This is an optimization exercise on Yosys and OpenROAD, whose aim is small area, not a production implementation. Where RTL was checked, it was by simulation tests only, not by an equivalence proof against the original. Power and IR drop assume default switching activity.

Setup of yarrow:
==> flow/design.v (excerpt) <==
module uart_spi_seq (
    input  wire        clk,
    input  wire        rst,           
    input  wire        crystal,       
    input  wire [39:0] now_ns,        
    input  wire        open_req,
    input  wire        close_req,
    input  wire        push_valid,
    input  wire [7:0]  push_data,
    output wire        push_ready,
    input  wire        fmt_valid,
    input  wire [17:0] fmt_baud,
    input  wire [3:0]  fmt_wlen,
    input  wire [1:0]  fmt_par,       
    input  wire [1:0]  fmt_stop,
    input  wire        flush_req,
    input  wire        stop_tx_req,
    input  wire        start_tx_req,
    input  wire        irq,
    output wire        x_valid,
    output reg  [15:0] x_word,
    input  wire        x_done,
    input  wire        x_err,
    input  wire [15:0] x_resp,
    output reg         rx_valid,
    output reg  [7:0]  rx_char,
    output reg         rx_perr,
    output wire [1:0]  line_state,    
    output reg  [1:0]  de_state,      
    output reg  [1:0]  outcome,       
    output reg         txe,
    output reg         rxa,
    output reg         cts
);
Size in the first run: roughly 220 flip-flops.
clock: 10.0 ns
lec_check: 0
cap_margin: 20
core_margin: 2
core_utilization: 40
slew_margin: 20
run.sh (not shown) runs the stock make flow with config.mk's settings and CLKGATE_MAP_FILE= SYNTH_SCRIPT=/design/flow/synth_recipe.tcl, a recipe that flattens the netlist after the stock synthesis.
Input changes introduced in ember (baseline for comparison: yarrow):
# yarrow
export LEC_CHECK = 0
export CAP_MARGIN = 20
export CORE_MARGIN = 2
export CORE_UTILIZATION = 40
export SLEW_MARGIN = 20
create_clock -name core_clock -period 10.0 [get_ports {clk}]
# ember
export LEC_CHECK = 0
export CAP_MARGIN = 20
export CORE_MARGIN = 2
export CORE_UTILIZATION = 40
export SLEW_MARGIN = 20
export BUFFER_PORTS_ARGS = -buffer_cell sky130_fd_sc_hd__buf_1
export CTS_ARGS = -sink_clustering_enable -repair_clock_nets -dont_use_dummy_load
create_clock -name core_clock -period 10.0 [get_ports {clk}]
==> flow/flow/run.sh (new file) <==
#!/bin/bash
# Layout flow: the standard flow (standard.sh) with three changes:
#  - synthesis maps the logic with an area-oriented ABC script (abc_area.script
#    here, used in place of ORFS's abc_speed.script); everything else in
#    synthesis (synth_recipe.tcl, registers, flattening, renaming) is unchanged;
#  - each port gets its buffer from the smallest buffer cell;
#  - the clock tree uses no dummy loads.
# Each tool's output goes to a log file in this folder.
set -euo pipefail
here=$(pwd)
rm -rf scripts_local
cp -r "$FLOW_HOME/scripts" scripts_local
cp flow/abc_area.script scripts_local/abc_speed.script
cat >> config.mk <<'EOC'
export BUFFER_PORTS_ARGS = -buffer_cell sky130_fd_sc_hd__buf_1
export CTS_ARGS = -sink_clustering_enable -repair_clock_nets -dont_use_dummy_load
EOC
SCRIPTS_DIR="$here/scripts_local" bash standard.sh synth > synth.log 2>&1
bash standard.sh > layout.log 2>&1
rm -rf scripts_local
==> flow/flow/abc_area.script (new file) <==
&get -n
&st
&deepsyn -T 60
&put
dch -f
map -a
topo
stime -c
buffer -c
upsize -c
dnsize -c
==> flow/standard.sh (new file) <==
#!/bin/bash
# synth_recipe.tcl (not shown) runs the flow's synth.tcl, then flattens the netlist and writes it again
# the make line also repeats each setting of config.mk as NAME=value (left out here)
make -C /OpenROAD-flow-scripts/flow DESIGN_CONFIG=/design/flow/config.mk WORK_HOME=/design/flow/orfs CLKGATE_MAP_FILE= SYNTH_SCRIPT=/design/flow/synth_recipe.tcl "${@:-finish}"
removed: flow/run.sh
Results
ember completed; timing, DRC and antenna clean
Multi-input logic portion of the cell area was lower in ember than in yarrow.
Changes observed in ember relative to yarrow: logic depth of the worst register-to-register path rose 47, via-per-instance ratio fell about 3%, area taken by multi-input logic gates fell about 22%.


uart_spi_seq, a different RTL version from the one above (not shown whole).
Size in the first run: roughly 140 I/O pins, ~12,000 µm² of cells after synthesis.
Settings: LEC_CHECK=0, CAP_MARGIN=20, CORE_MARGIN=2, CORE_UTILIZATION=40, SLEW_MARGIN=20, BUFFER_PORTS_ARGS=-buffer_cell sky130_fd_sc_hd__buf_1, CTS_ARGS=-sink_clustering_enable -repair_clock_nets -dont_use_dummy_load -buf_list sky130_fd_sc_hd__clkbuf_16 -root_buf sky130_fd_sc_hd__clkbuf_16 -sink_clustering_size 24 -sink_clustering_max_diameter 100; clock period 10.0 ns.
standard.sh (not shown) runs the stock make flow with config.mk's settings and CLKGATE_MAP_FILE= SYNTH_SCRIPT=/design/flow/synth_recipe.tcl, a recipe that flattens the netlist after the stock synthesis.
==> flow/flow/run.sh <==
#!/bin/bash
# Layout flow: the standard flow (standard.sh) with these changes:
#  - synthesis maps the logic with an area-oriented ABC script (abc_area.script
#    here, used in place of ORFS's abc_speed.script);
#    everything else in synthesis (synth_recipe.tcl: registers, flattening,
#    renaming) is unchanged;
#  - each port gets its buffer from the smallest buffer cell;
#  - the clock tree uses no dummy loads.
# Each tool's output goes to a log file in this folder.
set -euo pipefail
here=$(pwd)
rm -rf scripts_local
cp -r "$FLOW_HOME/scripts" scripts_local
cp flow/abc_area.script scripts_local/abc_speed.script
cat >> config.mk <<EOC
export BUFFER_PORTS_ARGS = -buffer_cell sky130_fd_sc_hd__buf_1
export CTS_ARGS = -sink_clustering_enable -repair_clock_nets -dont_use_dummy_load -buf_list sky130_fd_sc_hd__clkbuf_16 -root_buf sky130_fd_sc_hd__clkbuf_16 -sink_clustering_size 24 -sink_clustering_max_diameter 100
EOC
SCRIPTS_DIR="$here/scripts_local" bash standard.sh synth > synth.log 2>&1
bash standard.sh > layout.log 2>&1
rm -rf scripts_local
==> flow/flow/abc_area.script <==
&get -n
&st
&deepsyn -T 60
&nf -R 1000
&put
topo
stime -c
buffer -c
upsize -c
dnsize -c
The first run went through all stages and came out clean.
Rerun with:
--- a/flow/flow/run.sh
+++ b/flow/flow/run.sh
@@ -15,5 +15,5 @@
 cat >> config.mk <<EOC
 export BUFFER_PORTS_ARGS = -buffer_cell sky130_fd_sc_hd__buf_1
-export CTS_ARGS = -sink_clustering_enable -repair_clock_nets -dont_use_dummy_load -buf_list sky130_fd_sc_hd__clkbuf_16 -root_buf sky130_fd_sc_hd__clkbuf_16 -sink_clustering_size 24 -sink_clustering_max_diameter 100
+export CTS_ARGS = -sink_clustering_enable -repair_clock_nets -dont_use_dummy_load -buf_list sky130_fd_sc_hd__clkbuf_16 -root_buf sky130_fd_sc_hd__clkbuf_16 -sink_clustering_size 30 -sink_clustering_max_diameter 120
 EOC
 SCRIPTS_DIR="$here/scripts_local" bash standard.sh synth > synth.log 2>&1
==> flow/flow/abc_area.script (replaced) <==
&get -n
&st
&deepsyn -T 60
&put
dch -f
map -a
topo
stime -c
buffer -c
upsize -c
dnsize -c
- CTS_ARGS: -sink_clustering_enable -repair_clock_nets -dont_use_dummy_load -buf_list sky130_fd_sc_hd__clkbuf_16 -root_buf sky130_fd_sc_hd__clkbuf_16 -sink_clustering_size 24 -sink_clustering_max_diameter 100 -> -sink_clustering_enable -repair_clock_nets -dont_use_dummy_load -buf_list sky130_fd_sc_hd__clkbuf_16 -root_buf sky130_fd_sc_hd__clkbuf_16 -sink_clustering_size 30 -sink_clustering_max_diameter 120
The changed run ran to the end with no violations.
Total power came out higher by 0.34%.
Final cell count is higher by 9.1%.
Wire length came out higher by 9.6%.
Non-clock buffer count shrinks by 5.
Sequential power stays flat.
Worst setup slack gains 0.31 ns.
Function was not checked in any run of this note: the RTL went through the layout flow alone.


uart_spi_seq, a different RTL version from the one above (not shown whole).
Size: roughly 1200 cells after synthesis, about 140 I/O pins, roughly 0.012 mm^2 of cells after synthesis.
Settings: LEC_CHECK=0, CAP_MARGIN=20, CORE_MARGIN=2, CORE_UTILIZATION=40, SLEW_MARGIN=20, BUFFER_PORTS_ARGS=-buffer_cell sky130_fd_sc_hd__buf_1, CTS_ARGS=-sink_clustering_enable -repair_clock_nets -dont_use_dummy_load -buf_list sky130_fd_sc_hd__clkbuf_8 -root_buf sky130_fd_sc_hd__clkbuf_8 -sink_clustering_size 16 -sink_clustering_max_diameter 80; clock period 10.0 ns.
==> flow/flow/run.sh <==
#!/bin/bash
# Layout flow: the standard flow (standard.sh) with these changes:
#  - synthesis maps the logic with an area-oriented ABC script (abc_area.script
#    here, used in place of ORFS's abc_speed.script);
#    everything else in synthesis (synth_recipe.tcl: registers, flattening,
#    renaming) is unchanged;
#  - each port gets its buffer from the smallest buffer cell;
#  - the clock tree is built from clkbuf_8 cells over sink clusters of at most
#    16 flip-flops (flip-flop clock-pin slew stays near 110 ps), with no
#    dummy loads.
# Each tool's output goes to a log file in this folder.
set -euo pipefail
here=$(pwd)
rm -rf scripts_local
cp -r "$FLOW_HOME/scripts" scripts_local
cp flow/abc_area.script scripts_local/abc_speed.script
cat >> config.mk <<EOC
export BUFFER_PORTS_ARGS = -buffer_cell sky130_fd_sc_hd__buf_1
export CTS_ARGS = -sink_clustering_enable -repair_clock_nets -dont_use_dummy_load -buf_list sky130_fd_sc_hd__clkbuf_8 -root_buf sky130_fd_sc_hd__clkbuf_8 -sink_clustering_size 16 -sink_clustering_max_diameter 80
EOC
SCRIPTS_DIR="$here/scripts_local" bash standard.sh synth > synth.log 2>&1
bash standard.sh > layout.log 2>&1
rm -rf scripts_local
==> flow/flow/abc_area.script <==
&get -n
&st
&deepsyn -T 60
&nf -R 1000
&put
topo
stime -c
The first run completed with no timing, DRC or antenna violations.
Then changed:
==> flow/flow/abc_area.script (replaced) <==
&get -n
&st
&deepsyn -T 60
&nf -R 1000
&put
topo
stime -c
buffer -c
upsize -c
dnsize -c
Result: The changed run went through all stages and came out clean; design area barely changes; sequential cell count is unchanged; final cell count stays flat.
Then changed:
--- a/flow/flow/run.sh
+++ b/flow/flow/run.sh
@@ -8,3 +8 @@
-#  - the clock tree is built from clkbuf_8 cells over sink clusters of at most
-#    16 flip-flops (flip-flop clock-pin slew stays near 110 ps), with no
-#    dummy loads.
+#  - the clock tree uses no dummy loads.
- CORE_UTILIZATION: 40 -> 60
Non-clock buffer count falls by 2.
Via count rises slightly.
Wire length falls by a little under a tenth.
Power falls slightly.
Design area falls slightly.
Sequential share of layout area rises by 0.57 points.
Area after synthesis does not change.
Fmax falls slightly.
Then changed:
--- a/flow/flow/run.sh
+++ b/flow/flow/run.sh
@@ -8 +8,3 @@
-#  - the clock tree uses no dummy loads.
+#  - the clock tree is built from clkbuf_8 cells over sink clusters of at most
+#    16 flip-flops (flip-flop clock-pin slew stays near 110 ps), with no
+#    dummy loads.
==> flow/flow/abc_area.script (replaced) <==
&get -n
&st
&deepsyn -T 60
&nf -R 1000
&put
topo
stime -c
- CORE_UTILIZATION: 60 -> 40
- GPL_TIMING_DRIVEN: unset -> 0
The new run went through all stages and came out clean. Global-route usage decreases by 7.4 points. Power increases by 1.6%. Flip-flop and latch count stays the same. Via count decreases by 1.3%. Routed wire length increases by 7.5%.
Then changed:
==> flow/flow/abc_area.script (replaced) <==
&get -n
&st
&deepsyn -T 60
&nf -R 1000
&put
topo
stime -c
buffer -c
upsize -c
dnsize -c
After rerunning: Wire length came out higher by a few percent; total power came out higher slightly; worst setup slack degrades by 0.029 ns; critical path depth came out lower by 3; register-to-register slack degrades by 0.03 ns.


uart_spi_seq, a different RTL version from the one above (not shown whole).
Size: ~1,300 cells after synthesis, ~220 flip-flops, roughly 140 I/O pins, about 12,000 um2 of cells after synthesis.
clock: 10.0 ns
lec_check: 0
cap_margin: 20
core_margin: 2
core_utilization: 40
slew_margin: 20
synth_operations_args: -extra-map /design/flow/flow/lcu_bk.v
buffer_ports_args: -buffer_cell sky130_fd_sc_hd__buf_1
cts_args: -sink_clustering_enable -repair_clock_nets -dont_use_dummy_load
==> flow/flow/run.sh <==
#!/bin/bash
# Layout flow: the standard flow (standard.sh) with these changes:
#  - synthesis maps the logic with an area-oriented ABC script (abc_area.script
#    here, used in place of ORFS's abc_speed.script) and maps carry chains
#    ($lcu) as Brent-Kung trees (lcu_bk.v) instead of Kogge-Stone trees;
#    everything else in synthesis (synth_recipe.tcl: registers, flattening,
#    renaming) is unchanged;
#  - each port gets its buffer from the smallest buffer cell;
#  - the clock tree uses no dummy loads.
# Each tool's output goes to a log file in this folder.
set -euo pipefail
here=$(pwd)
rm -rf scripts_local
cp -r "$FLOW_HOME/scripts" scripts_local
cp flow/abc_area.script scripts_local/abc_speed.script
cat >> config.mk <<EOC
export SYNTH_OPERATIONS_ARGS = -extra-map $here/flow/lcu_bk.v
export BUFFER_PORTS_ARGS = -buffer_cell sky130_fd_sc_hd__buf_1
export CTS_ARGS = -sink_clustering_enable -repair_clock_nets -dont_use_dummy_load
EOC
SCRIPTS_DIR="$here/scripts_local" bash standard.sh synth > synth.log 2>&1
bash standard.sh > layout.log 2>&1
rm -rf scripts_local
==> flow/flow/abc_area.script <==
&get -n
&st
&deepsyn -T 60
&put
dch -f
map -a
topo
stime -c
buffer -c
upsize -c
dnsize -c
==> flow/flow/lcu_bk.v <==
(* techmap_celltype = "$lcu" *)
module _80_lcu_bk (P, G, CI, CO);
	parameter WIDTH = 2;

	(* force_downto *)
	input [WIDTH-1:0] P, G;
	input CI;

	(* force_downto *)
	output [WIDTH-1:0] CO;

	integer i, j;
	(* force_downto *)
	reg [WIDTH-1:0] p, g;

	wire [1023:0] _TECHMAP_DO_ = "proc; opt -fast";

	always @* begin
		p = P;
		g = G;

		// in almost all cases CI will be constant zero
		g[0] = g[0] | (p[0] & CI);

		// [[CITE]] Brent Kung Adder
		// R. P. Brent and H. T. Kung, "A Regular Layout for Parallel Adders",
		// IEEE Transaction on Computers, Vol. C-31, No. 3, p. 260-264, March, 1982

		// Main tree
		for (i = 1; i <= $clog2(WIDTH); i = i+1) begin
			for (j = 2**i - 1; j < WIDTH; j = j + 2**i) begin
				g[j] = g[j] | p[j] & g[j - 2**(i-1)];
				p[j] = p[j] & p[j - 2**(i-1)];
			end
		end

		// Inverse tree
		for (i = $clog2(WIDTH); i > 0; i = i-1) begin
			for (j = 2**i + 2**(i-1) - 1; j < WIDTH; j = j + 2**i) begin
				g[j] = g[j] | p[j] & g[j - 2**(i-1)];
				p[j] = p[j] & p[j - 2**(i-1)];
			end
		end
	end

	assign CO = g;
endmodule
Next try:
--- a/flow/flow/run.sh
+++ b/flow/flow/run.sh
@@ -3,5 +3,5 @@
 #  - synthesis maps the logic with an area-oriented ABC script (abc_area.script
 #    here, used in place of ORFS's abc_speed.script) and maps carry chains
-#    ($lcu) as Brent-Kung trees (lcu_bk.v) instead of Kogge-Stone trees;
+#    ($lcu) as ripple carries (lcu_ripple.v) instead of Kogge-Stone trees;
 #    everything else in synthesis (synth_recipe.tcl: registers, flattening,
 #    renaming) is unchanged;
@@ -15,5 +15,5 @@
 cp flow/abc_area.script scripts_local/abc_speed.script
 cat >> config.mk <<EOC
-export SYNTH_OPERATIONS_ARGS = -extra-map $here/flow/lcu_bk.v
+export SYNTH_OPERATIONS_ARGS = -extra-map $here/flow/lcu_ripple.v
 export BUFFER_PORTS_ARGS = -buffer_cell sky130_fd_sc_hd__buf_1
 export CTS_ARGS = -sink_clustering_enable -repair_clock_nets -dont_use_dummy_load
==> flow/flow/lcu_ripple.v (new file) <==
(* techmap_celltype = "$lcu" *)
module _80_lcu_ripple (P, G, CI, CO);
	parameter WIDTH = 2;
	(* force_downto *)
	input [WIDTH-1:0] P, G;
	input CI;
	(* force_downto *)
	output reg [WIDTH-1:0] CO;
	integer i;
	reg c;
	wire [1023:0] _TECHMAP_DO_ = "proc; opt -fast";
	always @* begin
		c = CI;
		for (i = 0; i < WIDTH; i = i + 1) begin
			c = G[i] | (P[i] & c);
			CO[i] = c;
		end
	end
endmodule
- SYNTH_OPERATIONS_ARGS: -extra-map /design/flow/flow/lcu_bk.v -> -extra-map /design/flow/flow/lcu_ripple.v
removed: flow/flow/lcu_bk.v
Effect: The new run ran to the end with violations: setup timing. Sequential power stays flat. Utilization grows by 3.4 points. Wire length shrinks by 4.7%. Via count shrinks by 2.4%. Non-clock buffer count grows by 81. Register-to-register slack loses 3.0 ns. Clock skew grows by 0.012 ns. Combinational power shrinks by 20%. Design area grows by 4.0%. Setup slack loses 3.0 ns. Critical path depth grows by 7.
Next try:
==> flow/flow/run.sh (replaced) <==
#!/bin/bash
# Layout flow: the standard flow (standard.sh) with these changes:
#  - synthesis maps the logic with an area-oriented ABC script (abc_area.script
#    here, used in place of ORFS's abc_speed.script);
#    everything else in synthesis (synth_recipe.tcl: registers, flattening,
#    renaming) is unchanged;
#  - each port gets its buffer from the smallest buffer cell;
#  - the clock tree uses no dummy loads.
# Each tool's output goes to a log file in this folder.
set -euo pipefail
here=$(pwd)
rm -rf scripts_local
cp -r "$FLOW_HOME/scripts" scripts_local
cp flow/abc_area.script scripts_local/abc_speed.script
cat >> config.mk <<EOC
export BUFFER_PORTS_ARGS = -buffer_cell sky130_fd_sc_hd__buf_1
export CTS_ARGS = -sink_clustering_enable -repair_clock_nets -dont_use_dummy_load -buf_list sky130_fd_sc_hd__clkbuf_8 -root_buf sky130_fd_sc_hd__clkbuf_8 -sink_clustering_size 30
EOC
SCRIPTS_DIR="$here/scripts_local" bash standard.sh synth > synth.log 2>&1
bash standard.sh > layout.log 2>&1
rm -rf scripts_local
- CTS_ARGS: -sink_clustering_enable -repair_clock_nets -dont_use_dummy_load -> -sink_clustering_enable -repair_clock_nets -dont_use_dummy_load -buf_list sky130_fd_sc_hd__clkbuf_8 -root_buf sky130_fd_sc_hd__clkbuf_8 -sink_clustering_size 30
- SYNTH_OPERATIONS_ARGS: -extra-map /design/flow/flow/lcu_ripple.v -> unset
removed: flow/flow/lcu_ripple.v
Outcome: Now the flow completed with no timing, DRC or antenna violations; first-iteration DRC count drops by 14%; via count goes up by 6.4%; power hardly moves; global-route usage stays flat; die area rises by 2.6%.
Next try:
--- a/flow/flow/run.sh
+++ b/flow/flow/run.sh
@@ -15,5 +15,5 @@
 cat >> config.mk <<EOC
 export BUFFER_PORTS_ARGS = -buffer_cell sky130_fd_sc_hd__buf_1
-export CTS_ARGS = -sink_clustering_enable -repair_clock_nets -dont_use_dummy_load -buf_list sky130_fd_sc_hd__clkbuf_8 -root_buf sky130_fd_sc_hd__clkbuf_8 -sink_clustering_size 30
+export CTS_ARGS = -sink_clustering_enable -repair_clock_nets -dont_use_dummy_load
 EOC
 SCRIPTS_DIR="$here/scripts_local" bash standard.sh synth > synth.log 2>&1
- CTS_ARGS: -sink_clustering_enable -repair_clock_nets -dont_use_dummy_load -buf_list sky130_fd_sc_hd__clkbuf_8 -root_buf sky130_fd_sc_hd__clkbuf_8 -sink_clustering_size 30 -> -sink_clustering_enable -repair_clock_nets -dont_use_dummy_load
What happened:
- power grows by 3.3%
- clock-buffer cell count shrinks by 14
- synthesized area does not change
- final cell count shrinks by 0.73%
- hold slack gets better by 0.018 ns
- synthesized cell count is unchanged
- cell area grows by 0.74%

==> re-timing with driven ports <==
In the flow no input, the clock included, has a driving cell. The finished layouts below were timed again as built, in two steps.
Step 1 sets driving cells, clkbuf_16 on the clock port and buf_2 on the other inputs (assumed; they add their load-dependent delay and slew).
Step 2 adds t to the input delays and takes it off the output delays; t is the mean of the earliest and latest rising clock arrival at the registers after step 1. Input paths then give back, and output paths get back, about the clock's delay inside the block.
Three values: ideal ports, drivers, drivers and shift; two values: the first two.
| run | t (ns) | slack for setup (ns) | clock arrival spread, ns | worst register clock-pin slew, ns | worst slew at a driven data input, ns |
|---|---|---|---|---|---|
| yarrow | 0.599 | 2.992 / 2.942 / 3.005 | 0.014 / 0.014 | 0.07 / 0.07 | 0.12 |
| ember | 0.561 | 0.703 / 0.729 / 0.168 | 0.077 / 0.077 | 0.06 / 0.06 | 0.07 |
| the first run of note 2 | 0.525 | 1.226 / 1.226 / 1.226 | 0.042 / 0.042 | 0.10 / 0.10 | 0.05 |
| the second run of note 2 | 0.514 | 1.531 / 1.531 / 1.531 | 0.052 / 0.051 | 0.11 / 0.11 | 0.06 |
| the first run of note 3 | 0.562 | 0.918 / 0.918 / 0.918 | 0.097 / 0.096 | 0.11 / 0.11 | 0.04 |
| the second run of note 3 | 0.564 | 1.216 / 1.216 / 1.216 | 0.085 / 0.085 | 0.11 / 0.11 | 0.06 |
| the third run of note 3 | 0.554 | 1.124 / 1.124 / 1.124 | 0.066 / 0.066 | 0.10 / 0.10 | 0.04 |
| the fourth run of note 3 | 0.566 | 1.060 / 1.060 / 1.057 | 0.058 / 0.058 | 0.11 / 0.11 | 0.04 |
| the fifth run of note 3 | 0.579 | 1.031 / 1.031 / 1.031 | 0.088 / 0.088 | 0.11 / 0.11 | 0.06 |
| the first run of note 4 | 0.564 | 1.803 / 1.803 / 1.803 | 0.062 / 0.061 | 0.07 / 0.07 | 0.08 |
| the second run of note 4 | 0.558 | -1.168 / -1.168 / -1.168 | 0.068 / 0.068 | 0.06 / 0.06 | 0.04 |
| the third run of note 4 | 0.561 | 1.621 / 1.621 / 1.621 | 0.103 / 0.103 | 0.07 / 0.07 | 0.08 |
| the fourth run of note 4 | 0.565 | 1.653 / 1.653 / 1.625 | 0.061 / 0.061 | 0.07 / 0.07 | 0.07 |
The setup slack of ember, which loses most, moves by +0.026 ns with the drivers and by -0.535 ns with both steps.
